Source: an optimization exercise on an open RTL-to-GDS flow (aim: small area). Production flows keep margins and buffers that such runs may drop.
RTL that was checked went through simulation tests only; none was proved equivalent to the original.
The RTL of runs 3 to 5 was laid out without a check of its function.
Power is estimated from default activity; no workload was simulated.

## flow/standard.sh

```bash
#!/bin/bash
# synth_recipe.tcl (not shown) runs the flow's synth.tcl, then flattens the netlist and writes it again
# the make line also repeats each setting of config.mk as NAME=value (left out here)
make -C /OpenROAD-flow-scripts/flow DESIGN_CONFIG=/design/flow/config.mk WORK_HOME=/design/flow/orfs CLKGATE_MAP_FILE= SYNTH_SCRIPT=/design/flow/synth_recipe.tcl "${@:-finish}"
```

## flow/flow/run.sh

```bash
#!/bin/bash
# Standard layout, with the smallest buffer on the ports.
set -euo pipefail
bash standard.sh "BUFFER_PORTS_ARGS=-buffer_cell sky130_fd_sc_hd__buf_1" finish > make_finish.log 2>&1
```

## flow/constraint.sdc

```tcl
create_clock -name core_clock -period 100.0 [get_ports {clk}]
set_input_delay 20.0000 -clock core_clock [delete_from_list [all_inputs] [get_ports {clk}]]
set_output_delay 20.0000 -clock core_clock [all_outputs]
set_load 0.01 [all_outputs]
```

## flow/config.mk

```make
export PLATFORM = sky130hd
export DESIGN_NAME = topo_discovery
export DESIGN_NICKNAME = topo_discovery
export VERILOG_FILES = /design/flow/design.v
export SDC_FILE = /design/flow/constraint.sdc
export NUM_CORES = 4
export LEC_CHECK = 0
export CAP_MARGIN = 20
export CORE_MARGIN = 2
export CORE_UTILIZATION = 30
export CTS_BUF_LIST = sky130_fd_sc_hd__clkbuf_4
export PLACE_DENSITY = 0.5
export SLEW_MARGIN = 20
```

## flow/design.v

```verilog
module topo_discovery (
    input  wire          clk,
    input  wire          rst,
    input  wire [15:0]   now,
    input  wire          hw_valid,
    input  wire [7:0]    hw_len,
    input  wire [23:0]   hw_data,
    input  wire          hr_valid,
    output reg  [7:0]    hr_data,
    output wire          sel_n,
    output reg           xf_valid,
    output wire [4:0]    xf_len,
    output wire [71:0]   xf_tx,
    input  wire [71:0]   xf_rx,
    output reg           irq_n
);
    localparam [2:0] S_READY  = 3'd0;
    localparam [2:0] S_PRE    = 3'd1;
    localparam [2:0] S_POST   = 3'd2;
    localparam [2:0] S_UPDATE = 3'd3;
    localparam [2:0] S_PACE   = 3'd4;
    localparam [2:0] S_FAULT  = 3'd5;
    localparam [1:0] B_IDLE   = 2'd0;
    localparam [1:0] B_ACTIVE = 2'd1;
    localparam [1:0] B_AWAIT  = 2'd2;
    localparam [1:0] B_AVAIL  = 2'd3;
    reg [13:0]  prev_now;
    reg [2:0]   st;
    reg         sf;             
    reg [3:0]   cnt;            
    reg         lz;             
    reg [4:0]   e_eng;          
    reg [15:0]  pace_dl;
    reg [63:0]  mask;
    reg [63:0]  bank_a;
    reg [63:0]  bank_b;
    reg         cur;            
    reg [111:0] qm;             
    reg [4:0]   wptr;           
    reg [4:0]   cptr;           
    reg [4:0]   rptr;
    reg         pend;           
    reg         upd;            
    reg         win;            
    reg         first;
    reg [4:0]   ptr;            
    reg [4:0]   lim;            
    reg [1:0]   br_state;
    reg         active;
    reg         armed;
    reg [7:0]   reply;
    reg [5:0]   e_br;           
    wire [13:0] delta = now[13:0] - prev_now;
    wire        open  = (delta != 14'd0);
    wire        dbig5 = |delta[13:5];
    wire        dbig6 = |delta[13:6];
    wire [5:0]  e_eng_sum = {1'b0, e_eng} + {1'b0, delta[4:0]};
    wire [4:0]  e_eng_cur = (dbig5 | e_eng_sum[5]) ? 5'd31 : e_eng_sum[4:0];
    wire [6:0]  e_br_sum  = {1'b0, e_br} + {1'b0, delta[5:0]};
    wire [5:0]  e_br_now  = (dbig6 | e_br_sum[6]) ? 6'd63 : e_br_sum[5:0];
    wire [15:0] pace_diff = now - pace_dl;
    wire        pace_exp  = ~pace_diff[15];
    wire [3:0] n_nodes = sf ? cnt : 4'd0;
    reg  [7:0] nvalid;              
    integer i;
    always @* begin
        for (i = 0; i < 8; i = i + 1)
            nvalid[i] = (i < n_nodes);
    end
    wire st_old = (st == S_POST) || (st == S_UPDATE);
    wire sbank  = cur ^ st_old;
    wire        upd_step = open && sf && (st == S_UPDATE);
    wire        commit   = upd || upd_step;
    wire [4:0]  lim_eff  = upd ? lim : {~rptr[4], rptr[3:0]};
    wire [4:0]  room     = lim_eff - wptr;
    wire [31:0] wa = win ? bank_a[63:32] : bank_a[31:0];
    wire [31:0] wb = win ? bank_b[63:32] : bank_b[31:0];
    wire [3:0]  wv = win ? nvalid[7:4] : nvalid[3:0];
    reg  [31:0] v;
    reg  [31:0] m1, m2, m3, m4;     
    reg  [4:0]  t;
    integer c, bt;
    always @* begin
        for (c = 0; c < 32; c = c + 1)
            v[c] = pend && wv[c/8] && (wa[c] ^ wb[c]) && (first || (c > ptr));
        t = 5'b00001;
        for (c = 0; c < 32; c = c + 1) begin
            t[4] = t[4] | (v[c] & t[3]);
            t[3] = t[3] | (v[c] & t[2]);
            t[2] = t[2] | (v[c] & t[1]);
            t[1] = t[1] | v[c];
            m1[c] = t[1]; m2[c] = t[2]; m3[c] = t[3]; m4[c] = t[4];
        end
    end
    reg [4:0] idx0, idx1, idx2, idx3;
    always @* begin
        idx0 = 5'd0; idx1 = 5'd0; idx2 = 5'd0; idx3 = 5'd0;
        for (bt = 4; bt >= 0; bt = bt - 1) begin
            idx0[bt] = ~m1[(idx0 >> (bt+1) << (bt+1)) | ((1 << bt) - 1)];
            idx1[bt] = ~m2[(idx1 >> (bt+1) << (bt+1)) | ((1 << bt) - 1)];
            idx2[bt] = ~m3[(idx2 >> (bt+1) << (bt+1)) | ((1 << bt) - 1)];
            idx3[bt] = ~m4[(idx3 >> (bt+1) << (bt+1)) | ((1 << bt) - 1)];
        end
    end
    wire nb0 = wa[idx0];
    wire nb1 = wa[idx1];
    wire nb2 = wa[idx2];
    wire nb3 = wa[idx3];
    wire [3:0] lv;                  
    assign lv[0] = t[1] && (room != 5'd0);
    assign lv[1] = t[2] && (room >  5'd1);
    assign lv[2] = t[3] && (room >  5'd2);
    assign lv[3] = t[4] && (room >  5'd3);
    wire [2:0] nlv = lv[3] ? 3'd4 : lv[2] ? 3'd3 : lv[1] ? 3'd2 : lv[0] ? 3'd1 : 3'd0;
    wire [4:0] ptr_take = lv[3] ? idx3 : lv[2] ? idx2 : lv[1] ? idx1 : idx0;
    wire       win_done = !t[4] && (lv == t[4:1]);
    wire       pend_k   = pend && !(win_done && win) &&
                          !(commit && room == {2'b00, nlv});
    wire [6:0] ev0 = {nb0 ^ cur, win, idx0};
    wire [6:0] ev1 = {nb1 ^ cur, win, idx1};
    wire [6:0] ev2 = {nb2 ^ cur, win, idx2};
    wire [6:0] ev3 = {nb3 ^ cur, win, idx3};
    reg [27:0] rot;
    integer j;
    always @* begin
        for (j = 0; j < 4; j = j + 1)
            case ((j - wptr[1:0]) & 2'd3)
                2'd0: rot[7*j +: 7] = ev0;
                2'd1: rot[7*j +: 7] = ev1;
                2'd2: rot[7*j +: 7] = ev2;
                default: rot[7*j +: 7] = ev3;
            endcase
    end
    wire       q_was_empty = (cptr == rptr);
    wire [6:0] q_head = (wptr == rptr) ? ev0 : qm[7*rptr[3:0] +: 7];
    wire [7:0] cmd      = hw_data[7:0];
    wire [7:0] node_arg = hw_data[15:8];
    wire w_count   = hw_valid && cmd == 8'h03 && hw_len >= 8'd1;
    wire w_mask    = hw_valid && cmd == 8'h05 && hw_len >= 8'd3 && node_arg < 8'd8;
    wire w_sensors = hw_valid && cmd == 8'h06 && hw_len >= 8'd2 && node_arg < 8'd8;
    wire w_on      = hw_valid && cmd == 8'h09 && hw_len >= 8'd1;
    wire w_off     = hw_valid && cmd == 8'h0A && hw_len >= 8'd1;
    wire [63:0] sbits = sbank ? bank_b : bank_a;
    wire [7:0]  sbyte = nvalid[node_arg[2:0]] ? sbits[8*node_arg[2:0] +: 8] : 8'hFF;
    reg [2:0]  st_n;
    reg        sf_n;
    reg [3:0]  cnt_n;
    reg        lz_n;
    reg [4:0]  e_eng_n;
    reg [15:0] pace_dl_n;
    reg [7:0]  mask_we;
    reg        mask_def;
    reg        exch;
    reg        pend_n, upd_n, win_n, first_n;
    reg [4:0]  ptr_n;
    reg [4:0]  wptr_n, cptr_n, rptr_n;
    reg [1:0]  br_state_n;
    reg        active_n, armed_n;
    reg [7:0]  reply_n;
    reg [5:0]  e_br_n;
    reg        irq_n_n;
    reg [7:0]  hr_data_n;
    reg        q_empty, pop;
    reg [7:0]  last_byte;
    always @* begin
        st_n = st; sf_n = sf; cnt_n = cnt; lz_n = lz; e_eng_n = e_eng_cur;
        pace_dl_n = pace_dl; mask_we = 8'd0; mask_def = 1'b0; exch = 1'b0;
        pend_n = pend_k; upd_n = commit; win_n = win; first_n = first;
        ptr_n = ptr; wptr_n = wptr; cptr_n = cptr; rptr_n = rptr;
        br_state_n = br_state; active_n = active; armed_n = armed;
        reply_n = reply; e_br_n = e_br_now; irq_n_n = irq_n; hr_data_n = hr_data;
        pop = 1'b0;
        last_byte = xf_rx[8*(cnt-4'd1) +: 8];
        if (w_count && !active) begin
            reply_n = {4'd0, n_nodes};
            armed_n = 1'b1;
        end
        if (w_mask)
            mask_we[node_arg[2:0]] = 1'b1;
        if (w_sensors && !active) begin
            reply_n = sbyte;
            armed_n = 1'b1;
        end
        if (w_on)  active_n = 1'b1;
        if (w_off) active_n = 1'b0;
        if (hr_valid) begin
            hr_data_n = reply_n;
            armed_n   = 1'b0;
            e_br_n    = 6'd0;
            if (q_was_empty)
                irq_n_n = 1'b1;
        end
        if (open) begin
            case (st)
                S_READY: begin
                    e_eng_n = 5'd0;
                    st_n    = S_PRE;
                end
                S_PRE: begin
                    if (e_eng_cur >= 5'd10) begin
                        exch    = 1'b1;
                        lz_n    = (last_byte == 8'h00);
                        e_eng_n = 5'd0;
                        st_n    = S_POST;
                    end
                end
                S_POST: begin
                    if (e_eng_cur >= 5'd20)
                        st_n = S_UPDATE;
                end
                S_UPDATE: begin
                    if (sf) begin
                        st_n = S_PACE;
                    end else if (lz) begin
                        if (cnt == 4'd1) begin
                            st_n = S_FAULT;
                        end else begin
                            cnt_n     = cnt - 4'd1;
                            sf_n      = 1'b1;
                            mask_def  = 1'b1;
                            pace_dl_n = now + 16'd50;
                            st_n      = S_PACE;
                        end
                    end else if (cnt <= 4'd8) begin
                        cnt_n = cnt + 4'd1;
                        st_n  = S_READY;
                    end else begin
                        st_n = S_FAULT;
                    end
                end
                S_PACE: begin
                    if (pace_exp) begin
                        pace_dl_n = now + 16'd50;
                        st_n      = S_READY;
                    end
                end
                default: ;
            endcase
        end
        wptr_n = wptr + {2'b00, nlv};
        if (nlv != 3'd0) begin
            first_n = 1'b0;
            ptr_n   = ptr_take;
        end
        if (win_done && !win) begin
            win_n   = 1'b1;
            first_n = 1'b1;
        end
        if (commit)
            cptr_n = wptr_n;
        if (exch && sf) begin         
            pend_n  = 1'b1;
            upd_n   = 1'b0;
            win_n   = 1'b0;
            first_n = 1'b1;
        end
        q_empty = (cptr_n == rptr);
        if (open) begin
            case (br_state)
                B_IDLE: begin
                    if (active_n) begin
                        br_state_n = B_ACTIVE;
                    end else if (armed_n) begin
                        e_br_n     = 6'd0;
                        br_state_n = B_AWAIT;
                    end
                end
                B_ACTIVE: begin
                    if (!active_n) begin
                        br_state_n = B_IDLE;
                    end else if (!q_empty) begin
                        pop        = 1'b1;
                        br_state_n = B_AVAIL;
                    end
                end
                B_AWAIT: begin
                    if (e_br_n >= 6'd50) begin
                        armed_n    = 1'b0;
                        reply_n    = 8'h00;
                        br_state_n = active_n ? B_ACTIVE : B_IDLE;
                    end
                end
                B_AVAIL: begin
                    if (e_br_n >= 6'd50) begin
                        armed_n    = 1'b0;
                        reply_n    = 8'h00;
                        br_state_n = B_ACTIVE;
                    end else if (!armed_n && !q_empty) begin
                        pop = 1'b1;
                    end
                end
            endcase
        end
        if (pop) begin
            reply_n = {q_head[6], 1'b0, q_head[5:0]};
            rptr_n  = rptr + 5'd1;
            armed_n = 1'b1;
            irq_n_n = 1'b0;
            e_br_n  = 6'd0;
        end
    end
    assign sel_n  = (st != S_PRE);
    assign xf_len = {1'b0, cnt};
    assign xf_tx  = {8'h00, mask & {64{sf}}};
    always @(posedge clk) begin
        prev_now <= now[13:0];
        if (rst) begin
            st       <= S_READY;
            sf       <= 1'b0;
            cnt      <= 4'd1;
            xf_valid <= 1'b0;
            wptr     <= 5'd0;
            cptr     <= 5'd0;
            rptr     <= 5'd0;
            pend     <= 1'b0;
            upd      <= 1'b1;
            cur      <= 1'b0;
            br_state <= B_IDLE;
            active   <= 1'b0;
            armed    <= 1'b0;
            reply    <= 8'h00;
            irq_n    <= 1'b1;
        end else begin
            st       <= st_n;
            sf       <= sf_n;
            cnt      <= cnt_n;
            xf_valid <= exch;
            wptr     <= wptr_n;
            cptr     <= cptr_n;
            rptr     <= rptr_n;
            pend     <= pend_n;
            upd      <= upd_n;
            cur      <= cur ^ exch;
            br_state <= br_state_n;
            active   <= active_n;
            armed    <= armed_n;
            reply    <= reply_n;
            irq_n    <= irq_n_n;
        end
    end
    integer b, k;
    always @(posedge clk) begin
        if (!rst) begin
            lz      <= lz_n;
            e_eng   <= e_eng_n;
            pace_dl <= pace_dl_n;
            e_br    <= e_br_n;
            first   <= first_n;
            win     <= win_n;
            ptr     <= ptr_n;
            lim     <= lim_eff;
            hr_data <= hr_data_n;
            if (exch) begin
                if (cur) bank_a <= xf_rx[63:0];
                else     bank_b <= xf_rx[63:0];
            end
            for (b = 0; b < 8; b = b + 1) begin
                if (mask_def && (b + 1 < cnt))
                    mask[8*b +: 8] <= 8'h03;
                else if (mask_we[b])
                    mask[8*b +: 8] <= hw_data[23:16];
            end
            for (k = 0; k < 16; k = k + 1)
                if ((k[3:0] - wptr[3:0]) < {1'b0, nlv})
                    qm[7*k +: 7] <= rot[7*(k%4) +: 7];
        end
    end
endmodule
```

==> results of run 1 <==
[layout make-up]
type                       count  area [um^2]
fill                        8938        57100
tap                         1155         1450
timing repair buffer         245         1080
multi-input combinational   1847        13900
inverter                     103          387
clock inverter                38          236
sequential                   406        11700
clock buffer                 160         1200
antenna                        4         10.0
[flip-flops by register name (all words and copies together) (netlist names), 2 cells and up]
name	cells
wptr	5
rptr	5
prev_now	14
qm	112
br_state	2
reply	8
pace_dl	16
bank_a	64
mask	64
e_br	6
st	3
lim	5
cptr	5
bank_b	64
cnt	4
hr_data	8
ptr	5
e_eng	5
[cell usage after synthesis, types with 21 or more instances]
master / number / share of area
nor4_1: 22 / 0.0052
xnor2_1: 65 / 0.022
mux4_2: 83 / 0.071
ha_1: 75 / 0.035
a221oi_1: 22 / 0.0073
nor3_1: 45 / 0.0085
o31ai_1: 21 / 0.0060
edfxtp_1: 352 / 0.40
clkbuf_1: 89 / 0.013
nand3_1: 53 / 0.010
a21oi_1: 192 / 0.036
or3_1: 24 / 0.0057
nand2b_1: 26 / 0.0062
and2_1: 106 / 0.025
o22ai_1: 23 / 0.0054
nand4_1: 21 / 0.0050
nand2_1: 177 / 0.025
and3_1: 25 / 0.0059
xor2_1: 64 / 0.021
nor2b_1: 40 / 0.0095
o21ai_0: 105 / 0.020
mux2i_1: 57 / 0.022
dfxtp_1: 54 / 0.041
inv_1: 99 / 0.014
a211oi_1: 35 / 0.0099
o211ai_1: 24 / 0.0068
nor2_1: 178 / 0.025
[power by group]
part	total (mW)	internal [mW]	switching, mW
combinational	0.0393	0.0150	0.0243
clock	0.153	0.0791	0.0735
sequential	0.190	0.187	0.00242
total	0.381	0.281	0.100
[worst register-to-register path: cells and delay by family (launching register included)]
family / cells / cell delay [ns]
AND/OR/NAND/NOR: 7 / 2.88
flip-flops: 1 / 0.36
adder cells (fa/ha/maj): 1 / 0.58
XOR/XNOR: 2 / 0.45
multiplexers: 1 / 0.64
AO/OA/AOI/OAI: 15 / 5.35
buffers and inverters: 5 / 1.48
[per-layer routing]
layer,vias up,part of all wire
met1,11000,0.42
met4,8,0.040
met3,217,0.068
met5,-,0.00045
met2,917,0.47
li1,10000,-
[cell families after synthesis]
| logic type | share of synthesized area |
|---|---|
| AOI/OAI and AO/OA | 0.185 |
| muxes | 0.100 |
| buffers and inverters | 0.0378 |
| other | 0.000142 |
| and+or+nand+nor | 0.150 |
| adders and majority gates | 0.0435 |
| DFF | 0.441 |
| xor gates and xnor gates | 0.0427 |
[worst paths after layout]
path                             start      end  slack, ns  depth (start not counted)
worst max-delay path            now[1]  e_br[2]      74.88                         23
worst max register to register     win  e_br[2]      88.09                         31
worst min-delay path             irq_n    irq_n       0.50                          2
worst min register to register   irq_n    irq_n       0.50                          2
[per-stage QoR]
stage,worst slack [ns],utilization,hold slack [ns],instance area [um^2]
2_1_floorplan,71.98,-,0.466,26500
3_3_place_gp,74.15,0.327,0.480,28500
5_1_grt,74.20,0.344,0.544,29900
4_1_cts,75.01,0.344,0.502,29900
3_5_place_dp,74.05,0.327,0.487,28500
6_report,74.88,0.344,0.498,29900
==> summary.txt, run 1 <==
* Post-synthesis sequential area ratio at 0.441
* Std cell rows at 108
* Vias in the first global route at 21800
* # Max-Cap Violations at 0
* Min Tclk post-route at 25.12 ns
* Final Cycle Share at 0.251
* Max FO, Critical Path at 25
* Total number of vias at 22200
* WL final at 98100 um
* CTS tree: yes
* Final slew viol count at 0
* DR iter-0 viols at 2163
* Post-CTS Repair Setup Buffers at 0
* First-pass GRT wire length at 143000 um
* Critical Path AT at 25.84 ns
* Clock H-tree levels at 3
* Die ar. at 90500 um^2
* Initial antenna violation count at 7
* Ys Warns at 1
* Slowest stage delay, CP at 0.87 ns
* Netlist cell types at 122
* Average size of a mapped cell at 10.6 um^2
* Clock Skew at 0.0875 ns
* Crit path cell chain: buf_1 > ha_1 > nor2b_1 > o21ai_0 > a21boi_0 > o21ai_0 > a21boi_0 > o21ai_0 > a21boi_0 > o21ai_0 > a21boi_0 > o21ai_0 > nor3b_1 > nor2_1 > nor4_1 > o211a_1 > a21oi_1 > o311ai_0 > xor2_1 > or3_1 > o31ai_4 > nand2_1 > a21oi_1
* Mapped Area at 26400 um^2
* Outcome: complete, no violations
* Slowest library cell on the worst path: o31ai_4
* Max VDD drop at 0.00847 mV
* Lkg Pwr at 10.7 nW
* Hold-fix buffers, CTS at 0
* Crit path launch type: input port
* Starting Density at 0.304
* Final setup violation count at 0
* Endpoints failing hold at 0
* Actual slew at the worst max-slew pin at 1.17 ns
* Dpl cells at 3756
* Post-synth EDFFs at 352
* Drt wl/cell at 24.8 um
* Cell mode on critical path: o21ai_0
* Max-slew headroom at 0.210
* Core Region at 87000 um^2
* PD cells at 12.8 nW/um^2
* Most common cell after layout, fill and taps aside: edfxtp_1
* Largest net degree at the start of global routing at 65
* Worst min path class: reg -> reg
* Post-Route Setup TNS at 0 ns
* CTS buffer count at 110
* Drt drc at 0
* Chip height at 301 um
* Chip width at 301 um
* Post-Syn Instances at 2484
* Vias per cell at 5.60
* GRT overflow at 0
* Non-Filler Instances at 3958
* CTS sink count at 406
* ANT nets after route at 0
* GRT met2 Usage at 0.343
* Post-cts resize count at 0
* Global Route met1 Usage at 0.277
* Critical path's top delay family: compound AO/OA/AOI/OAI gates
* Routability cong. at 0.988
* M3 GR Usage at 0.0420
* Required @ worst endpoint at 100.72 ns
* Crit path buf inv count at 1
* Post-synth ARST share at 0
* Gr usage total at 0.212
* Final net count at 2918
* Clk Latency, worst-skew pair at 0.93 ns
* Clock Tree Root: clkbuf_4
* IO Pins at 212
* Area Growth Syn to Fin at 13.1%
* DP Wirelength at 74400 um
* CP endpoint kind: flip-flop
* Clock Path Buffers at 3
* First-pass iteration count of the detailed router at 5
* Total Power at 0.381 mW
* Flop and latch count out of synthesis at 406
* Clock transition at path regs at 0.06 ns
* Primary FF master, synth: edfxtp_1
* Share of cells above drive strength 1 at 0.149
* Commonest cells after routing, fill and taps aside: edfxtp_1 (352), buf_1 (200), a21oi_1 (192)
* Critical Setup Path Class: in -> reg
* F_max at 39.8 MHz
* Port Buffers at 202
* Unrepaired setup endpoints after global routing: no
* Most Used Layer, Global Route: met2
==> run 2: changes to the inputs <==
==> flow/run.sh (new file) <==
#!/bin/bash
# synth_recipe.tcl (not shown) runs the flow's synth.tcl, then flattens the netlist and writes it again
# the make line also repeats each setting of config.mk as NAME=value (left out here)
make -C /OpenROAD-flow-scripts/flow DESIGN_CONFIG=/design/flow/config.mk WORK_HOME=/design/flow/orfs CLKGATE_MAP_FILE= SYNTH_SCRIPT=/design/flow/synth_recipe.tcl finish
==> flow/config.mk (replaced) <==
export PLATFORM = sky130hd
export DESIGN_NAME = topo_discovery
export DESIGN_NICKNAME = topo_discovery
export VERILOG_FILES = /design/flow/design.v
export SDC_FILE = /design/flow/constraint.sdc
export NUM_CORES = 4
export LEC_CHECK = 0
export CAP_MARGIN = 40
export CORE_MARGIN = 2
export CORE_UTILIZATION = 30
export PLACE_DENSITY = 0.5
export SLEW_MARGIN = 40
removed: flow/flow/run.sh
removed: flow/standard.sh
==> run 2 against run 1 <==
Area after synthesis stayed put; final area increased by 4.6%; die area unchanged; wire length is 1.0% higher; clock skew is 0.061 ns lower; sequential cell count is the same; sequential share of layout area down 1.7 points; critical endpoint is now mask[60]; largest cell class unchanged; largest power group unchanged; highest routed layer unchanged.
==> summary.txt, run 2 <==
* Outcome: complete, no violations
* Starting Density at 0.304
* Post-synth EDFFs at 352
* Crit path buf inv count at 2
* Dominant cell type by area after synthesis: edfxtp_1
* Cell mode on critical path: o21ai_0
* GRT overflow at 0
* # Max-Cap Violations at 0
* Vias in the first global route at 21600
* First-pass iteration count of the detailed router at 8
* Commonest cells after routing, fill and taps aside: edfxtp_1 (352), clkdlybuf4s50_1 (199), a21oi_1 (191)
* DR iter-0 viols at 2329
* Clock Path Buffers at 3
* Crit path launch type: input port
* Max reg flops at 112
* Required @ worst endpoint at 100.24 ns
* Critical Path AT at 25.96 ns
* Slowest library cell on the worst path: a21oi_1
* Synth Area in Adders at 0.0435
* Area Growth Syn to Fin at 18.4%
* Hold-fix buffers, CTS at 0
* Routability cong. at 1.01
* Top-count cell post-synth: edfxtp_1
* R2R Setup Slk at 88.65 ns
* WL final at 99100 um
* Worst min path class: reg -> reg
* Average size of a mapped cell at 10.6 um^2
* Drt drc at 0
* First-pass GRT wire length at 145000 um
* Vias per cell at 5.68
* Total number of vias at 21800
* Post-synth ARST share at 0
* Lkg Pwr at 11.0 nW
* ANT nets after route at 0
* Clk Latency, worst-skew pair at 0.61 ns
* FILL cells at 8574
* Core Util, Final at 0.360
* Core Region at 87000 um^2
* Std cell rows at 108
* Synth area leaders: edfxtp_1 (40%), mux4_2 (7.1%), dfxtp_1 (4.1%)
* DP Wirelength at 75500 um
* Post-CTS Repair Setup Buffers at 0
* Final slew viol count at 0
* Biggest register: qm
* Gr usage total at 0.214
* Max FO, Critical Path at 22
* Netlist cell types at 122
* Clock Tree Root: clkbuf_16
* IO Pins at 212
* Min Tclk post-route at 25.73 ns
* Post-cts resize count at 0
* Clock transition at path regs at 0.06 ns
* Die ar. at 90500 um^2
* Crit path cell chain: clkdlybuf4s50_1 > ha_1 > nor2b_1 > o21ai_0 > a21boi_0 > o21ai_0 > a21boi_0 > o21ai_0 > a21boi_0 > o21ai_0 > a21boi_0 > o21ai_0 > a21boi_0 > o21ai_0 > a21oi_1 > o211a_1 > nand2_1 > nand2_1 > nor3_1 > buf_4 > nand2_1 > a21oi_1 > a21oi_1 > nor2_1
* Post-synthesis sequential area ratio at 0.441
* Post-synthesis compound-gate area fraction at 0.185
* Post-Synth XOR/XNOR Area at 0.0427
* Final Cycle Share at 0.257
* Actual slew at the worst max-slew pin at 0.914 ns
* Critical Setup Path Class: in -> reg
* Final net count at 2852
* CTS tree: yes
* Post-Route Setup TNS at 0 ns
* PD cells at 12.6 nW/um^2
* Final setup violation count at 0
* CP endpoint kind: flip-flop
* Commonest cells in the synthesized netlist: edfxtp_1 (352), a21oi_1 (192), nor2_1 (178)
* Ys Warns at 1
* Simple-gate share of the synthesized area at 0.150
* CTS sink count at 406
* Share of cells above drive strength 1 at 0.127
* Initial antenna violation count at 7
* Chip width at 301 um
* F_max at 38.9 MHz
* Multi-input logic area at 14100 um^2
* Clock H-tree levels at 2
* Max-slew headroom at 0.387
* Chip height at 301 um
* Multiplexer share of the synthesized area at 0.100
* Primary FF master, synth: edfxtp_1
* Critical path's top delay family: compound AO/OA/AOI/OAI gates
* Port Buffers at 202
* Total Power at 0.396 mW
* Unrepaired setup endpoints after global routing: no
* Most common cell after layout, fill and taps aside: edfxtp_1
* Drt wl/cell at 25.8 um
* Largest net degree at the start of global routing at 65
* Flop and latch count out of synthesis at 406
* Endpoints failing hold at 0
* Max VDD drop at 0.0103 mV
* Post-synth top area share at 0.400
* Post-Syn Instances at 2484
* Slowest stage delay, CP at 0.66 ns
* Register area at 11700 um^2
* Main combinational cell family by area after synthesis: compound AO/OA/AOI/OAI gates
* Mapped Area at 26400 um^2
* Clock Skew at 0.0260 ns
* CTS buffer count at 46
run 2: tightest hold or removal path: stages (launching register included):
cell	delay, ns
dfxtp_1	0.32
o221ai_1	0.07
a21oi_1	0.07
run 2: final cells by class:
class | instances | area share
clock inverters | 32 | 0.00739
multi-input cells | 1847 | 0.449
diodes | 3 | 0.000240
clock buffers | 52 | 0.0375
flip-flops and latches | 406 | 0.372
inverters | 103 | 0.0124
well taps | 1155 | 0.0462
repair buffers | 243 | 0.0749
run 2: metrics by stage:
step,cell area [um^2],instances,setup slack [ns],hold slack (ns)
detailed placement,29800,3751,73.84,0.501
finish,31300,3841,74.27,0.507
floorplan,26500,2492,71.98,0.466
CTS,31200,3835,74.45,0.509
global route,31300,3839,73.65,0.552
global placement,29700,3748,73.73,0.493
run 2: path summary, 6_finish.rpt:
| path | endpoint | cells past startpoint | start |
|---|---|---|---|
| worst min-delay path | pend | 2 | pend |
| worst max register to register | e_br[2] | 30 | win |
| worst min register to register | pend | 2 | pend |
| worst max-delay path | mask[60] | 24 | now[1] |
run 2: layer usage:
metal	routed length, um	GRT usage	vias up	part of all wire
met2	46800	0.354	904	0.47
met1	41900	0.283	10900	0.42
met4	3680	0.0756	2	0.037
met5	12	0	-	0.00012
met3	6790	0.0377	181	0.069
li1	-	-	9828	-
run 2: logic make-up (layout without fill, tap and decap cells):
family,Yosys count,count (layout)
AND/OR/NAND/NOR,778,778
adder cells (fa/ha/maj),90,90
multiplexers,156,156
flip-flops,406,406
AO/OA/AOI/OAI,685,685
XOR/XNOR,129,129
buffers and inverters,239,430
other,1,12
run 2: report_power, final:
group          internal, mW  leakage (nW)  switching (mW)
logic                0.0186          6.78          0.0251
clock network        0.0878         0.681          0.0745
registers             0.187          3.59         0.00249
total                 0.294          11.0           0.102
==> run 3: changes to the inputs <==
--- a/flow/design.v
+++ b/flow/design.v
@@ -131,6 +131,11 @@
                 default: rot[7*j +: 7] = ev3;
             endcase
     end
+    wire [15:0] wdec = 16'd1 << wptr[3:0];
+    wire [15:0] qwe  = ({16{lv[0]}} & wdec) |
+                       ({16{lv[1]}} & {wdec[14:0], wdec[15]}) |
+                       ({16{lv[2]}} & {wdec[13:0], wdec[15:14]}) |
+                       ({16{lv[3]}} & {wdec[12:0], wdec[15:13]});
     wire       q_was_empty = (cptr == rptr);
     wire [6:0] q_head = (wptr == rptr) ? ev0 : qm[7*rptr[3:0] +: 7];
     wire [7:0] cmd      = hw_data[7:0];
@@ -301,7 +306,7 @@
     end
     assign sel_n  = (st != S_PRE);
     assign xf_len = {1'b0, cnt};
-    assign xf_tx  = {8'h00, mask & {64{sf}}};
+    assign xf_tx  = {8'h00, mask};
     always @(posedge clk) begin
         prev_now <= now[13:0];
         if (rst) begin
@@ -357,11 +362,13 @@
             for (b = 0; b < 8; b = b + 1) begin
                 if (mask_def && (b + 1 < cnt))
                     mask[8*b +: 8] <= 8'h03;
+                else if (!sf)
+                    mask[8*b +: 8] <= 8'h00;
                 else if (mask_we[b])
                     mask[8*b +: 8] <= hw_data[23:16];
             end
             for (k = 0; k < 16; k = k + 1)
-                if ((k[3:0] - wptr[3:0]) < {1'b0, nlv})
+                if (qwe[k])
                     qm[7*k +: 7] <= rot[7*(k%4) +: 7];
         end
     end
==> flow/flow/run.sh (new file) <==
#!/bin/bash
# Standard synthesis, then an area re-map of its combinational logic (same
# registers), then the standard layout with the smallest buffer on the ports.
set -euo pipefail
here=$(pwd)
res=$here/orfs/results/$FLOW_PLATFORM/topo_discovery/base

bash standard.sh synth > make_synth.log 2>&1

cp $res/1_2_yosys.v $here/1_2_yosys.standard.v
export REMAP_LIB=$FLOW_HOME/platforms/$FLOW_PLATFORM/lib/sky130_fd_sc_hd__tt_025C_1v80.lib
export REMAP_TOP=$FLOW_TOP
export REMAP_IN=$here/1_2_yosys.standard.v
export REMAP_OUT=$here/1_2_yosys.remap.v
export REMAP_SCRIPT=$here/flow/remap.abc
export REMAP_DONT_USE="$(sed -n '/DONT_USE_CELLS += /,/^#/p' $FLOW_HOME/platforms/$FLOW_PLATFORM/config.mk | grep -o 'sky130_fd_sc_hd__[a-z0-9_]*' | tr '\n' ' ')"
yosys -c flow/remap.tcl > yosys_remap.log 2>&1
cp $REMAP_OUT $res/1_2_yosys.v
rm -f $res/1_synth.odb $res/1_synth.sdc

bash standard.sh "BUFFER_PORTS_ARGS=-buffer_cell sky130_fd_sc_hd__buf_1" \
    "CTS_ARGS=-sink_clustering_enable -repair_clock_nets -dont_use_dummy_load -buf_list sky130_fd_sc_hd__clkbuf_16 -sink_clustering_size 24 -sink_clustering_max_diameter 120" \
    finish > make_finish.log 2>&1
==> flow/flow/remap.abc (new file) <==
strash; ifraig; scorr; dc2; strash; &get -n; &deepsyn -T 20; &dch -f; &nf -R 1000; &put
==> flow/flow/remap.tcl (new file) <==
# Re-map the combinational logic of the standard synthesis netlist for area.
# Flip-flops and tie cells are kept as they are (same instances, names and
# cell types); only the gates between them are re-synthesized by ABC.
yosys -import
set lib $::env(REMAP_LIB)
read_liberty -ignore_miss_func $lib
foreach m [list sky130_fd_sc_hd__*df* sky130_fd_sc_hd__*dl* sky130_fd_sc_hd__conb_1] {
    yosys blackbox $m
}
read_verilog $::env(REMAP_IN)
hierarchy -top $::env(REMAP_TOP)
flatten
opt -purge
set du {}
foreach c $::env(REMAP_DONT_USE) { lappend du -dont_use $c }
abc -liberty $lib {*}$du -script $::env(REMAP_SCRIPT)
opt_clean -purge
hilomap -singleton -hicell sky130_fd_sc_hd__conb_1 HI -locell sky130_fd_sc_hd__conb_1 LO
insbuf -buf sky130_fd_sc_hd__buf_4 A X
opt_clean -purge
stat -liberty $lib
write_verilog -noattr -noexpr -nohex -nodec $::env(REMAP_OUT)
==> flow/standard.sh (new file) <==
#!/bin/bash
# synth_recipe.tcl (not shown) runs the flow's synth.tcl, then flattens the netlist and writes it again
# the make line also repeats each setting of config.mk as NAME=value (left out here)
make -C /OpenROAD-flow-scripts/flow DESIGN_CONFIG=/design/flow/config.mk WORK_HOME=/design/flow/orfs CLKGATE_MAP_FILE= SYNTH_SCRIPT=/design/flow/synth_recipe.tcl "${@:-finish}"
--- a/flow/config.mk
+++ b/flow/config.mk
@@ -5,8 +5,9 @@
 export SDC_FILE = /design/flow/constraint.sdc
 export NUM_CORES = 4
 export LEC_CHECK = 0
-export CAP_MARGIN = 40
+export CAP_MARGIN = 20
 export CORE_MARGIN = 2
 export CORE_UTILIZATION = 30
+export CTS_BUF_LIST = sky130_fd_sc_hd__clkbuf_4
 export PLACE_DENSITY = 0.5
-export SLEW_MARGIN = 40
+export SLEW_MARGIN = 20
removed: flow/run.sh
==> run 3 against run 2 <==
Still clean on timing, DRC and antenna; final area is 23% lower; critical path depth rose by 3; clock power down 43%; critical path type unchanged.
==> summary.txt, run 3 <==
* GRT overflow at 0
* Initial antenna violation count at 0
* Post-cts resize count at 0
* Final net count at 2439
* Critical Path AT at 26.59 ns
* Drt wl/cell at 25.5 um
* PD cells at 13.9 nW/um^2
* Lkg Pwr at 7.85 nW
* Min Tclk post-route at 26.09 ns
* DP Wirelength at 64600 um
* Clock Path Buffers at 3
* Hold_sp: br_state[0]
* Post-Syn Instances at 2042
* Chip width at 270 um
* CTS tree: yes
* Gr usage total at 0.220
* Endpoints failing hold at 0
* Final Cycle Share at 0.261
* End of the worst register-to-register path: reply[4]
* Clk Latency, worst-skew pair at 0.60 ns
* Worst Hold Depth at 2
* Vias in the first global route at 17800
* Worst min path class: reg -> reg
* Vias per cell at 5.63
* Max reg flops at 112
* Final setup violation count at 0
* DR iter-0 viols at 1988
* First-pass iteration count of the detailed router at 6
* Clock H-tree levels at 1
* ANT nets after route at 0
* Share of cells above drive strength 1 at 0.0359
* First-pass GRT wire length at 121000 um
* Core Region at 70000 um^2
* F_max at 38.3 MHz
* FILL cells at 7172
* Max-slew headroom at 0.231
* Std cell rows at 97
* CTS buffer count at 22
* Ys Warns at 1
* Largest net degree at the start of global routing at 65
* WL final at 83000 um
* Antenna Diode Count at 0
* Drt drc at 0
* Biggest register: qm
* Max VDD drop at 0.0121 mV
* Commonest cells after routing, fill and taps aside: edfxtp_1 (352), nand2_1 (212), a21oi_1 (209)
* Port Buffers at 202
* Final slew viol count at 0
* Required @ worst endpoint at 100.50 ns
* Total number of vias at 18300
* # Max-Cap Violations at 0
* Crit path launch type: input port
* FF-to-FF Start: win
* CP endpoint kind: flip-flop
* Area Growth Syn to Fin at 13.4%
* Die ar. at 73000 um^2
* Clock Skew at 0.120 ns
* CTS sink count at 406
* Post-Route Setup TNS at 0 ns
* Worst Hold Path EP: br_state[0]
* R2R Setup Slk at 86.54 ns
* Clock Tree Root: clkbuf_16
* Critical Setup Path Class: in -> reg
* Average size of a mapped cell at 10.4 um^2
* Actual slew at the worst max-slew pin at 1.15 ns
* IO Pins at 212
* Starting Density at 0.303
* Mapped Area at 21300 um^2
* Reg2Reg Depth at 44
* Routability cong. at 0.949
* Most common cell after layout, fill and taps aside: edfxtp_1
* Hold-fix buffers, CTS at 0
* Clock transition at path regs at 0.11 ns
* Outcome: complete, no violations
* Unrepaired setup endpoints after global routing: no
* Post-CTS Repair Setup Buffers at 0
* Chip height at 270 um
* Max FO, Critical Path at 14
* Hold slack final at 0.488 ns
==> run 3: how the worst max path moves through the flow <==
stage / startpoint / to / slack [ns] / cells past startpoint
2_1_floorplan: now[1] / bank_b[0] / 74.05 / 17
3_3_place_gp: now[1] / reply[4] / 73.59 / 27
3_5_place_dp: now[1] / reply[4] / 73.35 / 27
4_1_cts: now[1] / reply[4] / 74.01 / 27
5_1_grt: now[1] / reply[4] / 73.25 / 27
6_report: now[1] / reply[4] / 73.91 / 27
==> run 3: metrics by stage <==
stage / power (mW) / utilization / setup WS [ns] / std cells / instance area (um^2)
floorplan: 0.225 / - / 74.05 / 2050 / 21300
global placement: 0.244 / 0.336 / 73.59 / 3230 / 23500
detailed placement: 0.244 / 0.336 / 73.35 / 3231 / 23500
CTS: 0.335 / 0.344 / 74.01 / 3253 / 24100
global route: 0.345 / 0.344 / 73.25 / 3253 / 24100
finish: 0.334 / 0.344 / 73.91 / 3253 / 24100
==> run 3: layer usage <==
metal,track usage,wire length (um),vias up
li1,-,-,8375
met1,0.298,36200,9107
met2,0.366,39200,731
met3,0.0258,4930,110
met4,0.0692,2650,0
met5,0,0,-
==> run 3: final cells by class <==
cell class / instances / area [um^2] / area share
Sequential cell: 406 / 11700 / 0.483
Multi-Input combinational cell: 1558 / 9300 / 0.386
Tap cell: 940 / 1180 / 0.0488
Timing Repair Buffer: 254 / 1150 / 0.0477
Clock buffer: 22 / 551 / 0.0228
Inverter: 73 / 274 / 0.0114
==> run 3: power breakdown <==
group          total, mW  switching (mW)  internal, mW
clock network     0.0931          0.0539        0.0393
logic             0.0453          0.0310        0.0143
registers          0.195         0.00450         0.191
==> run 3: critical path, cell delays in order <==
cell	delay, ns
buf_1	0.32
xnor2_1	0.17
nand2_1	0.10
a21boi_0	0.29
nor2_1	0.07
a21oi_1	0.20
nor2_1	0.06
a21oi_1	0.19
o21ai_0	0.16
maj3_1	0.39
xnor2_1	0.16
nor3_1	0.62
nand2_1	0.35
and3_1	0.33
a21oi_1	0.73
nor2_1	0.11
a21oi_1	0.21
o21ai_0	0.11
a21oi_1	0.12
o21ai_0	0.08
or4_1	0.49
nand3_1	0.40
nor2_1	0.13
and2_0	0.28
o211ai_1	0.15
a21oi_1	0.08
a221o_1	0.26
==> run 4: changes to the inputs <==
--- a/flow/flow/run.sh
+++ b/flow/flow/run.sh
@@ -19,5 +19,5 @@
 rm -f $res/1_synth.odb $res/1_synth.sdc
 
 bash standard.sh "BUFFER_PORTS_ARGS=-buffer_cell sky130_fd_sc_hd__buf_1" \
-    "CTS_ARGS=-sink_clustering_enable -repair_clock_nets -dont_use_dummy_load -buf_list sky130_fd_sc_hd__clkbuf_16 -sink_clustering_size 24 -sink_clustering_max_diameter 120" \
+    "CTS_ARGS=-sink_clustering_enable -repair_clock_nets -dont_use_dummy_load -buf_list sky130_fd_sc_hd__clkbuf_8 -sink_clustering_size 16 -sink_clustering_max_diameter 80" \
     finish > make_finish.log 2>&1
==> run 4 against run 3 <==
Hold slack improved by 0.042 ns; final area rose by 0.48%; register-to-register slack gained 0.55 ns; sequential share of layout area decreased by 0.23 points; cell count is 1.0% higher.
==> summary.txt, run 4 <==
* Post-cts resize count at 0
* Initial antenna violation count at 3
* Starting Density at 0.304
* Final setup violation count at 0
* Std cell rows at 97
* Worst min path class: reg -> reg
* Unrepaired setup endpoints after global routing: no
* Mapped Area at 21300 um^2
* Multi-input logic area at 9340 um^2
* IO Pins at 212
* Final net count at 2471
* Actual slew at the worst max-slew pin at 1.20 ns
* Largest net degree at the start of global routing at 66
* Slowest stage delay, CP at 0.63 ns
* Gr usage total at 0.231
* First-pass GRT wire length at 125000 um
* Slowest library cell on the worst path: a21oi_1
* Drt wl/cell at 26.4 um
* First-pass iteration count of the detailed router at 7
* Total Power at 0.313 mW
* WL final at 86900 um
* Post-CTS Repair Setup Buffers at 0
* F_max at 39.0 MHz
* Register area at 11700 um^2
* Post-Route Setup TNS at 0 ns
* Final slew viol count at 0
* CTS sink count at 406
* Die ar. at 73200 um^2
* Critical Setup Path Class: in -> reg
* Vias in the first global route at 18000
* GRT overflow at 0
* Clk Latency, worst-skew pair at 0.65 ns
* Clock Skew at 0.116 ns
* Lkg Pwr at 7.91 nW
* Hold-fix buffers, CTS at 0
* Outcome: complete, no violations
* Final Cycle Share at 0.257
* Clock Tree Root: clkbuf_8
* Biggest register: qm
* CP endpoint kind: flip-flop
* Critical path's top delay family: compound AO/OA/AOI/OAI gates
* DP Wirelength at 67300 um
* ANT nets after route at 0
* Clock transition at path regs at 0.08 ns
* Max FO, Critical Path at 10
* Drt drc at 0
* Cell mode on critical path: a21oi_1
* Chip width at 271 um
* Clock Path Buffers at 3
* Required @ worst endpoint at 100.51 ns
* Routability cong. at 0.983
* Post-Syn Instances at 2045
* DR iter-0 viols at 2068
* FILL cells at 7252
* Area Growth Syn to Fin at 13.6%
* Share of cells above drive strength 1 at 0.0469
* Most common cell after layout, fill and taps aside: edfxtp_1
* Min Tclk post-route at 25.66 ns
* Ys Warns at 1
* Commonest cells after routing, fill and taps aside: edfxtp_1 (352), nor2_1 (214), buf_1 (201)
* Critical Path AT at 26.17 ns
* Core Region at 70100 um^2
* # Max-Cap Violations at 0
* Chip height at 271 um
* Max VDD drop at 0.00930 mV
* CTS buffer count at 35
* Vias per cell at 5.65
* Endpoints failing hold at 0
* CTS tree: yes
* Max-slew headroom at 0.201
* PD cells at 12.9 nW/um^2
* Max reg flops at 112
* Average size of a mapped cell at 10.4 um^2
* Total number of vias at 18600
* Clock H-tree levels at 2
* Crit path buf inv count at 2
* Port Buffers at 202
* Crit path launch type: input port
## run 4: cell types whose count changed in the layout (fill, tap and decap cells not counted), moves of 12 or more
cell       previous run  this run
clkbuf_8              0        35
clkbuf_16            22         0
nor2_1              195       214
a22oi_1              60        78
nand2_1             212       196
a21oi_1             209       194
a222oi_1             33        21
buf_4                52        64
maj3_1                9        21
## run 4: final timing paths
| path | startpoint | endpoint | slack [ns] | depth (start not counted) |
|---|---|---|---|---|
| worst max register to register | win | reply[4] | 87.09 | 47 |
| worst max-delay path | now[1] | reply[4] | 74.34 | 27 |
| worst min register to register | pend | pend | 0.53 | 2 |
| worst min-delay path | pend | pend | 0.53 | 2 |
## run 4: power breakdown
group	internal (mW)	switching, mW	leakage [nW]
registers	0.188	0.00324	3.63
logic	0.0118	0.0237	4.02
clock network	0.0314	0.0546	0.252
## run 4: per-stage QoR
stage / hold WS (ns) / setup slack [ns] / instances / utilization / cell area (um^2)
floorplan: 0.459 / 72.46 / 2053 / - / 21400
global placement: 0.491 / 74.00 / 3245 / 0.338 / 23700
detailed placement: 0.508 / 73.73 / 3246 / 0.338 / 23700
CTS: 0.525 / 74.36 / 3281 / 0.345 / 24200
global route: 0.553 / 73.84 / 3286 / 0.345 / 24200
finish: 0.530 / 74.34 / 3287 / 0.345 / 24200
## run 4: routing by layer
| metal | GRT usage | vias up | part of all wire |
|---|---|---|---|
| li1 | - | 8417 | - |
| met1 | 0.310 | 9213 | 0.42 |
| met2 | 0.382 | 804 | 0.47 |
| met3 | 0.0290 | 142 | 0.066 |
| met4 | 0.0830 | 2 | 0.037 |
| met5 | 0 | - | 0.00015 |
## run 4: worst register-to-register path: cells and delay by family, from the launching register on
kind                   cells  cell delay (ns)
AND/OR/NAND/NOR           18             4.24
AO/OA/AOI/OAI             19             6.06
buffers and inverters      8             1.89
XOR/XNOR                   2             0.40
flip-flops                 1             0.33
## run 4: layout make-up
| type | instances | area share |
|---|---|---|
| diodes | 2 | 0.000207 |
| clock buffers | 35 | 0.0199 |
| inverters | 78 | 0.0121 |
| multi-input cells | 1556 | 0.386 |
| flip-flops and latches | 406 | 0.481 |
| well taps | 940 | 0.0486 |
| repair buffers | 270 | 0.0524 |
==> run 5: changes to the inputs <==
--- a/flow/flow/run.sh
+++ b/flow/flow/run.sh
@@ -19,5 +19,5 @@
 rm -f $res/1_synth.odb $res/1_synth.sdc
 
 bash standard.sh "BUFFER_PORTS_ARGS=-buffer_cell sky130_fd_sc_hd__buf_1" \
-    "CTS_ARGS=-sink_clustering_enable -repair_clock_nets -dont_use_dummy_load -buf_list sky130_fd_sc_hd__clkbuf_8 -sink_clustering_size 16 -sink_clustering_max_diameter 80" \
+    "CTS_ARGS=-sink_clustering_enable -repair_clock_nets -dont_use_dummy_load -buf_list sky130_fd_sc_hd__clkbuf_16" \
     finish > make_finish.log 2>&1
==> run 5 against run 4 <==
Still clean on timing, DRC and antenna; non-clock buffer count unchanged; clock-buffer cell count increased by 11; die area unchanged; via count increased by 0.67%; largest cell class unchanged; clock power increased by 67%; clock skew decreased by 0.021 ns; largest power group unchanged; synthesized cell count unchanged; sequential share of layout area decreased by 1.3 points; critical endpoint unchanged.
==> summary.txt, run 5 <==
* Post-Route Setup TNS at 0 ns
* Slowest library cell on the worst path: a21oi_1
* PD cells at 14.9 nW/um^2
* Worst Hold Depth at 2
* Required @ worst endpoint at 100.46 ns
* Std cell rows at 97
* Commonest cells after routing, fill and taps aside: edfxtp_1 (352), nor2_1 (214), buf_1 (201)
* Max-slew headroom at 0.227
* Cell mode on critical path: a21oi_1
* Crit path depth at 27
* DP Wirelength at 67300 um
* Hold-fix buffers, CTS at 0
* GRT overflow at 0
* Reg2Reg Depth at 48
* Area after DPL at 23700 um^2
* Clock transition at path regs at 0.06 ns
* Area Growth Syn to Fin at 16.7%
* Crit path buf inv count at 2
* Lkg Pwr at 8.22 nW
* Post-cts resize count at 0
* DR iter-0 viols at 2091
* Worst Hold Path EP: pend
* R2R Setup Slk at 87.03 ns
* Die ar. at 73200 um^2
* Max FO, Critical Path at 10
* Endpoints failing hold at 0
* Share of cells above drive strength 1 at 0.0514
* Min Tclk post-route at 25.71 ns
* Average size of a mapped cell at 10.4 um^2
* Final Cell Area at 24900 um^2
* Worst min path class: reg -> reg
* F_max at 38.9 MHz
* Chip height at 271 um
* Final slew viol count at 0
* Gr usage total at 0.232
* CP endpoint kind: flip-flop
* Port Buffers at 202
* Most common cell after layout, fill and taps aside: edfxtp_1
* Max reg flops at 112
* Clk Latency, worst-skew pair at 0.61 ns
* Initial antenna violation count at 3
* Clock Path Buffers at 3
* Final setup violation count at 0
* Chip width at 271 um
* Clock H-tree levels at 2
* Critical Setup Path Class: in -> reg
* FILL cells at 7206
* FF-to-FF Start: win
* Actual slew at the worst max-slew pin at 1.16 ns
* CTS buffer count at 46
* End of the worst register-to-register path: reply[4]
* WL final at 87600 um
* CTS tree: yes
* Vias per cell at 5.67
* Clock Tree Root: clkbuf_16
* Total number of vias at 18700
* # Max-Cap Violations at 0
* Crit path launch type: input port
* Post-Syn Instances at 2045
* IO Pins at 212
* Drt wl/cell at 26.5 um
* Mapped Area at 21300 um^2
* Starting Density at 0.304
* First-pass iteration count of the detailed router at 6
* CTS sink count at 406
* Critical path's top delay family: compound AO/OA/AOI/OAI gates
* Max VDD drop at 0.0109 mV
* Hold_sp: pend
* Clock Skew at 0.0953 ns
* Largest net degree at the start of global routing at 66
* Drt drc at 0
* Biggest register: qm
* Core Region at 70100 um^2
* Outcome: complete, no violations
* Unrepaired setup endpoints after global routing: no
* First-pass GRT wire length at 126000 um
* Final Cycle Share at 0.257
* Vias in the first global route at 18200
* Routability cong. at 0.983
* Critical Path AT at 26.17 ns
* ANT nets after route at 0
* Final net count at 2482
* Ys Warns at 1
* Slowest stage delay, CP at 0.61 ns
* Post-CTS Repair Setup Buffers at 0
run 5: cell type report:
class | instances | area [um^2] | area share
Antenna cell | 2 | 5.00 | 0.000201
Clock buffer | 46 | 1150 | 0.0463
Inverter | 78 | 293 | 0.0118
Multi-Input combinational cell | 1556 | 9340 | 0.375
Sequential cell | 406 | 11700 | 0.468
Tap cell | 940 | 1180 | 0.0473
Timing Repair Buffer | 270 | 1270 | 0.0510
run 5: metal layers:
metal	GRT usage	wire length [um]
met2	0.384	41200
met4	0.0875	3380
met1	0.310	37200
met5	0	13
met3	0.0295	5800
run 5: worst max-delay path by stage:
stage / start / to
after floorplan: now[1] / bank_b[0]
after CTS: now[1] / reply[4]
after global routing: now[1] / reply[4]
after detailed placement: now[1] / reply[4]
after global placement: now[1] / reply[4]
final: now[1] / reply[4]
run 5: metrics by stage:
step	hold WS (ns)	utilization	power, mW	instances	setup slack (ns)
detailed placement	0.508	0.338	0.230	3246	73.73
finish	0.515	0.355	0.372	3298	74.29
CTS	0.516	0.354	0.374	3292	74.28
global route	0.547	0.355	0.383	3296	73.76
global placement	0.491	0.338	0.230	3245	74.00
floorplan	0.459	-	0.215	2053	72.46
run 5: worst reg2reg max path, delay by kind of cell (launching register included):
| family | cells | cell delay [ns] |
|---|---|---|
| AO/OA/AOI/OAI | 20 | 6.20 |
| AND/OR/NAND/NOR | 18 | 4.12 |
| buffers and inverters | 7 | 1.71 |
| XOR/XNOR | 2 | 0.40 |
| flip-flops | 1 | 0.33 |
| adder cells (fa/ha/maj) | 1 | 0.20 |
run 5: power by group:
group	internal (mW)	switching [mW]
sequential	0.189	0.00324
combinational	0.0118	0.0237
clock	0.0802	0.0641
total	0.281	0.0911
==> run 6: changes to the inputs <==
--- a/flow/design.v
+++ b/flow/design.v
@@ -306,7 +306,7 @@
     end
     assign sel_n  = (st != S_PRE);
     assign xf_len = {1'b0, cnt};
-    assign xf_tx  = {8'h00, mask};
+    assign xf_tx  = {8'h00, mask & {64{sf}}};
     always @(posedge clk) begin
         prev_now <= now[13:0];
         if (rst) begin
@@ -362,8 +362,6 @@
             for (b = 0; b < 8; b = b + 1) begin
                 if (mask_def && (b + 1 < cnt))
                     mask[8*b +: 8] <= 8'h03;
-                else if (!sf)
-                    mask[8*b +: 8] <= 8'h00;
                 else if (mask_we[b])
                     mask[8*b +: 8] <= hw_data[23:16];
             end
--- a/flow/flow/run.sh
+++ b/flow/flow/run.sh
@@ -18,6 +18,4 @@
 cp $REMAP_OUT $res/1_2_yosys.v
 rm -f $res/1_synth.odb $res/1_synth.sdc
 
-bash standard.sh "BUFFER_PORTS_ARGS=-buffer_cell sky130_fd_sc_hd__buf_1" \
-    "CTS_ARGS=-sink_clustering_enable -repair_clock_nets -dont_use_dummy_load -buf_list sky130_fd_sc_hd__clkbuf_16" \
-    finish > make_finish.log 2>&1
+bash standard.sh "BUFFER_PORTS_ARGS=-buffer_cell sky130_fd_sc_hd__buf_1" finish > make_finish.log 2>&1
==> run 6 against run 5 <==
Core utilization about the same; sequential share of layout area decreased by 1.8 points; area after synthesis increased by 3.6%; still clean on timing, DRC and antenna; first-iteration DRC count decreased by 4.4%; highest routed layer unchanged.
==> summary.txt, run 6 <==
* Max FO, Critical Path at 13
* Required @ worst endpoint at 100.81 ns
* Ys Warns at 1
* Hold-fix buffers, CTS at 0
* Final net count at 2653
* Area Growth Syn to Fin at 17.2%
* PD cells at 14.7 nW/um^2
* Final slew viol count at 0
* Clock H-tree levels at 3
* Vias per cell at 5.53
* CP endpoint kind: flip-flop
* Clock Tree Root: clkbuf_4
* Final Cycle Share at 0.252
* CTS tree: yes
* Core Util, Final at 0.355
* Final setup violation count at 0
* Initial antenna violation count at 5
* F_max at 39.6 MHz
* CTS sink count at 406
* Total number of vias at 19800
* P_sw at 0.106 mW
* End of the worst register-to-register path: reply[1]
* Comb power frac at 0.108
* Clk Latency, worst-skew pair at 0.94 ns
* Drt wl/cell at 25.5 um
* Post-Route Setup TNS at 0 ns
* Min Tclk post-route at 25.23 ns
* Critical Setup Path Class: in -> reg
* WL final at 91200 um
* Routability cong. at 0.967
* Gr usage total at 0.238
* GRT overflow at 0
* Internal power at 0.274 mW
* Actual slew at the worst max-slew pin at 1.41 ns
* Starting Density at 0.303
* ANT nets after route at 0
* Max reg flops at 112
* FF-to-FF Start: win
* Seq pwr share at 0.506
* Worst min path class: reg -> reg
* Chip height at 275 um
* Multi-input logic area at 10100 um^2
* Core Region at 73000 um^2
* Reg2Reg Depth at 47
* Average size of a mapped cell at 10.2 um^2
* Endpoints failing hold at 0
* Vias in the first global route at 19200
* Die ar. at 75800 um^2
* Lkg Pwr at 8.67 nW
* Post-Syn Instances at 2160
* Outcome: complete, no violations
* Register area at 11700 um^2
* Critical Path AT at 26.04 ns
* Max VDD drop at 0.00812 mV
* Switching Share at 0.278
* Non-Filler Instances at 3573
* Chip width at 275 um
* First-pass GRT wire length at 132000 um
* First-pass iteration count of the detailed router at 8
* Hold_sp: pend
* Drt drc at 0
* Share of cells above drive strength 1 at 0.0943
* Area after DPL at 24500 um^2
* Post-cts resize count at 0
* DR iter-0 viols at 1999
* Port Buffers at 202
* Max-slew headroom at 0.0479
* FILL cells at 7508
* R2R Setup Slk at 86.99 ns
* Unrepaired setup endpoints after global routing: no
* Biggest register: qm
* CTS buffer count at 107
* Final Cell Area at 25900 um^2
* Dpl cells at 3379
* IO Pins at 212
* Worst Hold Path EP: pend
* Clk pwr share at 0.386
* DP Wirelength at 69300 um
* # Max-Cap Violations at 0
* Post-CTS Repair Setup Buffers at 0
* Most common cell after layout, fill and taps aside: edfxtp_1
* Commonest cells after routing, fill and taps aside: edfxtp_1 (352), nor2_1 (216), buf_1 (201)
* Largest net degree at the start of global routing at 66
* Std cell rows at 99
* Worst Hold Depth at 2
* Clock transition at path regs at 0.07 ns
* Crit path launch type: input port
* Clock Skew at 0.0850 ns
* Mapped Area at 22100 um^2
* Clock Path Buffers at 3
==> run 6: how the worst max path moves through the flow <==
stage,depth (start not counted),startpoint,to,slack (ns)
global route,27,now[1],reply[1],74.14
floorplan,17,now[1],bank_b[0],74.03
CTS,27,now[1],reply[1],74.82
finish,27,now[1],reply[1],74.77
global placement,27,now[1],reply[1],73.98
detailed placement,27,now[1],reply[1],73.87
==> run 6: metal layers <==
metal	vias up	track usage	wire, um
li1	8970	-	-
met3	127	0.0528	7200
met2	846	0.377	41100
met5	-	0	28
met1	9814	0.327	40800
met4	4	0.0627	1970
==> run 6: layout make-up <==
cell class                      instances  share of cell area
Antenna cell                            5            0.000483
Inverter                               83              0.0120
Clock inverter                         41             0.00918
Timing Repair Buffer                  265              0.0476
Tap cell                              959              0.0463
Clock buffer                          148              0.0429
Multi-Input combinational cell       1666               0.392
Sequential cell                       406               0.450
==> run 6: power groups by stage <==
stage          Sequential (mW)  Combinational (mW)  Clock (mW)
3_5_place_dp             0.196              0.0407           0
4_1_cts                  0.192              0.0408       0.150
5_1_grt                  0.192              0.0445       0.158
2_1_floorplan            0.195              0.0232           0
6_report                 0.192              0.0412       0.147
3_3_place_gp             0.196              0.0403           0
==> run 6: critical path, stage by stage <==
cell and delay (ns):
buf_1 0.24, clkinv_1 0.19, maj3_1 0.41, o21ai_0 0.27
nor2_1 0.08, a21oi_1 0.19, a21oi_1 0.07, a21oi_1 0.21
maj3_1 0.23, xnor2_1 0.07, nor4_1 0.32, and2_0 0.22
nand2_1 0.07, nor2_1 0.09, buf_4 0.20, nor2_1 0.12
a21oi_1 0.68, nor2_1 0.10, a21oi_1 0.21, xor2_1 0.15
o21ai_0 0.10, or3_1 0.38, o221ai_1 0.45, nor2_1 0.19
and2_0 0.32, a21boi_0 0.20, a221o_1 0.28
==> run 6: per-stage QoR <==
stage          total power, mW  setup WS, ns  hold WS [ns]
4_1_cts                  0.383         74.82         0.494
3_5_place_dp             0.237         73.87         0.484
6_report                 0.380         74.77         0.494
3_3_place_gp             0.236         73.98         0.481
5_1_grt                  0.395         74.14         0.517
2_1_floorplan            0.218         74.03         0.443
==> run 7: changes to the inputs <==
--- a/flow/design.v
+++ b/flow/design.v
@@ -188,8 +188,8 @@
         end
         if (w_on)  active_n = 1'b1;
         if (w_off) active_n = 1'b0;
+        hr_data_n = reply_n;
         if (hr_valid) begin
-            hr_data_n = reply_n;
             armed_n   = 1'b0;
             e_br_n    = 6'd0;
             if (q_was_empty)
@@ -304,9 +304,10 @@
             e_br_n  = 6'd0;
         end
     end
+    wire [7:0] mask_d = mask_def ? 8'h03 : sf ? hw_data[23:16] : 8'h00;
     assign sel_n  = (st != S_PRE);
     assign xf_len = {1'b0, cnt};
-    assign xf_tx  = {8'h00, mask & {64{sf}}};
+    assign xf_tx  = {8'h00, mask};
     always @(posedge clk) begin
         prev_now <= now[13:0];
         if (rst) begin
@@ -345,29 +346,24 @@
     end
     integer b, k;
     always @(posedge clk) begin
-        if (!rst) begin
-            lz      <= lz_n;
-            e_eng   <= e_eng_n;
-            pace_dl <= pace_dl_n;
-            e_br    <= e_br_n;
-            first   <= first_n;
-            win     <= win_n;
-            ptr     <= ptr_n;
-            lim     <= lim_eff;
-            hr_data <= hr_data_n;
-            if (exch) begin
-                if (cur) bank_a <= xf_rx[63:0];
-                else     bank_b <= xf_rx[63:0];
-            end
-            for (b = 0; b < 8; b = b + 1) begin
-                if (mask_def && (b + 1 < cnt))
-                    mask[8*b +: 8] <= 8'h03;
-                else if (mask_we[b])
-                    mask[8*b +: 8] <= hw_data[23:16];
-            end
-            for (k = 0; k < 16; k = k + 1)
-                if (qwe[k])
-                    qm[7*k +: 7] <= rot[7*(k%4) +: 7];
-        end
+        lz      <= lz_n;
+        e_eng   <= e_eng_n;
+        pace_dl <= pace_dl_n;
+        e_br    <= e_br_n;
+        first   <= first_n;
+        win     <= win_n;
+        ptr     <= ptr_n;
+        lim     <= lim_eff;
+        hr_data <= hr_data_n;
+        if (exch) begin
+            if (cur) bank_a <= xf_rx[63:0];
+            else     bank_b <= xf_rx[63:0];
+        end
+        for (b = 0; b < 8; b = b + 1)
+            if ((mask_def && (b + 1 < cnt)) || !sf || mask_we[b])
+                mask[8*b +: 8] <= mask_d;
+        for (k = 0; k < 16; k = k + 1)
+            if (qwe[k])
+                qm[7*k +: 7] <= rot[7*(k%4) +: 7];
     end
 endmodule
--- a/flow/flow/run.sh
+++ b/flow/flow/run.sh
@@ -18,4 +18,6 @@
 cp $REMAP_OUT $res/1_2_yosys.v
 rm -f $res/1_synth.odb $res/1_synth.sdc
 
-bash standard.sh "BUFFER_PORTS_ARGS=-buffer_cell sky130_fd_sc_hd__buf_1" finish > make_finish.log 2>&1
+bash standard.sh "BUFFER_PORTS_ARGS=-buffer_cell sky130_fd_sc_hd__buf_1" \
+    "CTS_ARGS=-sink_clustering_enable -repair_clock_nets -dont_use_dummy_load -buf_list sky130_fd_sc_hd__clkbuf_16 -sink_clustering_size 24 -sink_clustering_max_diameter 120" \
+    finish > make_finish.log 2>&1
--- a/flow/config.mk
+++ b/flow/config.mk
@@ -5,9 +5,9 @@
 export SDC_FILE = /design/flow/constraint.sdc
 export NUM_CORES = 4
 export LEC_CHECK = 0
-export CAP_MARGIN = 20
+export CAP_MARGIN = 5
 export CORE_MARGIN = 2
 export CORE_UTILIZATION = 30
 export CTS_BUF_LIST = sky130_fd_sc_hd__clkbuf_4
 export PLACE_DENSITY = 0.5
-export SLEW_MARGIN = 20
+export SLEW_MARGIN = 5
==> run 7 against run 6 <==
Synthesized cell count decreased by 6.5%; clock-buffer cell count decreased by 128; core utilization decreased by 1.0 points; critical path depth decreased by 5; hold slack improved by 0.0021 ns; combinational power increased by 6.8%; via count decreased by 8.8%; final area decreased by 8.4%; register-to-register slack got worse by 1.3 ns; critical path type unchanged; critical endpoint is now bank_a[17]; largest cell class unchanged; largest power group unchanged; highest routed layer unchanged.
==> summary.txt, run 7 <==
* Outcome: complete, no violations
* CTS sink count at 406
* Drt drc at 0
* Critical Path AT at 26.61 ns
* End of the worst register-to-register path: qm[97]
* GRT overflow at 0
* Max reg flops at 112
* Std cell rows at 96
* Total number of vias at 18000
* DP Wirelength at 61400 um
* Ys Warns at 1
* Port Buffers at 202
* Largest net degree at the start of global routing at 66
* PD cells at 13.7 nW/um^2
* Reg2Reg Depth at 50
* Actual slew at the worst max-slew pin at 1.29 ns
* R2R Setup Slk at 85.64 ns
* Dpl ws at 72.96 ns
* Routability cong. at 0.962
* Max-slew headroom at 0.143
* Initial antenna violation count at 4
* Critical Setup Path Class: in -> reg
* Chip width at 268 um
* Core Region at 68800 um^2
* Final net count at 2415
* Mapped Area at 20900 um^2
* Starting Density at 0.304
* Hold-fix buffers, CTS at 0
* Lkg Pwr at 8.01 nW
* Clock Tree Root: clkbuf_16
* WL final at 80300 um
* Crit path launch type: input port
* Endpoints failing hold at 0
* Biggest register: qm
* Final WS setup at 73.56 ns
* Most common cell after layout, fill and taps aside: edfxtp_1
* IO Pins at 212
* Vias per cell at 5.59
* FF-to-FF Start: win
* Final Cycle Share at 0.264
* Max VDD drop at 0.0134 mV
* FILL cells at 6996
* Drt wl/cell at 24.9 um
* Final setup violation count at 0
* Multi-input logic area at 9270 um^2
* Worst min path class: reg -> reg
* Clock Skew at 0.0326 ns
* Required @ worst endpoint at 100.17 ns
* Chip height at 268 um
* Final slew viol count at 0
* CP endpoint: bank_a[17]
* DR iter-0 viols at 1671
* Post-cts resize count at 0
* Clock transition at path regs at 0.09 ns
* Share of cells above drive strength 1 at 0.0363
* Unrepaired setup endpoints after global routing: no
* Min Tclk post-route at 26.44 ns
* Post-Route Setup TNS at 0 ns
* Vias in the first global route at 17500
* Clk Latency, worst-skew pair at 0.57 ns
* Average size of a mapped cell at 10.4 um^2
* Register area at 11400 um^2
* # Max-Cap Violations at 0
* Hold slack final at 0.496 ns
* Commonest cells after routing, fill and taps aside: edfxtp_1 (326), nand2_1 (203), nor2_1 (201), buf_1 (201), a21oi_1 (200)
* F_max at 37.8 MHz
* Die ar. at 71900 um^2
* Gr usage total at 0.220
* Hold_sp: br_state[0]
* Worst Setup SP: now[1]
* First-pass GRT wire length at 118000 um
* Area Growth Syn to Fin at 13.3%
* CTS buffer count at 20
* First-pass iteration count of the detailed router at 6
* CP endpoint kind: flip-flop
* Post-CTS Repair Setup Buffers at 0
* ANT nets after route at 0
* Max FO, Critical Path at 65
* CTS tree: yes
* Total Power at 0.326 mW
* Post-Syn Instances at 2019
* Clock Path Buffers at 3
* Clock H-tree levels at 1
-- run 7: changes by cell type in the layout (fill, tap and decap cells not counted), sizes merged, moves of 19 or more --
| cell | previous run | this run |
|---|---|---|
| clkinv | 119 | 66 |
| nor3 | 43 | 77 |
| a22oi | 47 | 77 |
| o21ai | 135 | 116 |
| clkbuf | 149 | 21 |
| edfxtp | 352 | 326 |
| and2 | 138 | 34 |
| dfxtp | 54 | 80 |
| o22ai | 63 | 41 |
-- run 7: where the power goes --
group / internal [mW] / switching [mW]
logic: 0.0144 / 0.0296
clock network: 0.0360 / 0.0519
registers: 0.189 / 0.00495
-- run 7: worst min path at each step --
stage             endpoint  slack (ns)  cells after the start
6_report       br_state[0]        0.50                      2
5_1_grt        br_state[0]        0.51                      2
4_1_cts        br_state[0]        0.49                      2
3_5_place_dp        lim[3]        0.48                      2
3_3_place_gp        lim[3]        0.46                      2
2_1_floorplan  br_state[0]        0.45                      2
-- run 7: area by class of cell --
type,instances,area share
diodes,1,0.000105
clock buffers,20,0.0211
inverters,66,0.0104
multi-input cells,1542,0.391
flip-flops and latches,406,0.480
well taps,931,0.0491
repair buffers,255,0.0488
-- run 7: critical path, stage by stage --
cell,delay (ns)
buf_1,0.28
clkinv_1,0.19
a22oi_1,0.20
a21oi_1,0.06
maj3_1,0.37
maj3_1,0.36
maj3_1,0.37
maj3_1,0.37
maj3_1,0.37
maj3_1,0.36
a21oi_1,0.14
o2bb2ai_1,0.10
maj3_1,0.36
maj3_1,0.36
maj3_1,0.36
maj3_1,0.36
maj3_1,0.37
xnor2_1,0.14
a21oi_1,0.17
and4_1,0.36
and2_2,0.18
buf_4,0.70
-- run 7: metrics by stage --
| stage | utilization | cell area (um^2) | std cells |
|---|---|---|---|
| 2_1_floorplan | - | 21000 | 2027 |
| 3_3_place_gp | 0.338 | 23200 | 3200 |
| 3_5_place_dp | 0.338 | 23200 | 3200 |
| 4_1_cts | 0.345 | 23700 | 3220 |
| 5_1_grt | 0.345 | 23700 | 3220 |
| 6_report | 0.345 | 23700 | 3221 |
-- run 7: layer usage --
layer,share of wire,GRT usage,vias to the layer above
met5,0.00044,0,-
met4,0.046,0.0912,6
met3,0.077,0.0336,179
met2,0.46,0.358,898
met1,0.42,0.292,8719
li1,-,-,8217

afterwards: timing with drivers on the ports:
How much do the figures lean on ideal ports? The routed layouts below were timed once more, with nothing changed but the port constraints.
Step 1: set_driving_cell puts a clkbuf_16 on clk and a buf_2 on each other input, an assumption about the parent block.
Step 2, shift: input delay + t, output delay - t, t = (earliest + latest rising clock arrival at the registers) / 2. This alone moves slack from input paths to output paths.
Slacks: no drivers / after step 1 / after step 2; pairs: no drivers / after step 1.
| run | t (ns) | slack for setup (ns) |
|---|---|---|
| run 1 | 0.953 | 74.877 / 74.918 / 73.966 |
| run 2 | 0.665 | 74.275 / 74.316 / 73.651 |
| run 3 | 0.609 | 73.914 / 73.958 / 73.349 |
| run 4 | 0.646 | 74.342 / 74.372 / 73.726 |
| run 5 | 0.623 | 74.292 / 74.325 / 73.702 |
| run 6 | 0.962 | 74.773 / 74.811 / 73.849 |
| run 7 | 0.607 | 73.562 / 73.593 / 72.985 |
After both steps setup and hold are still met in every run listed.
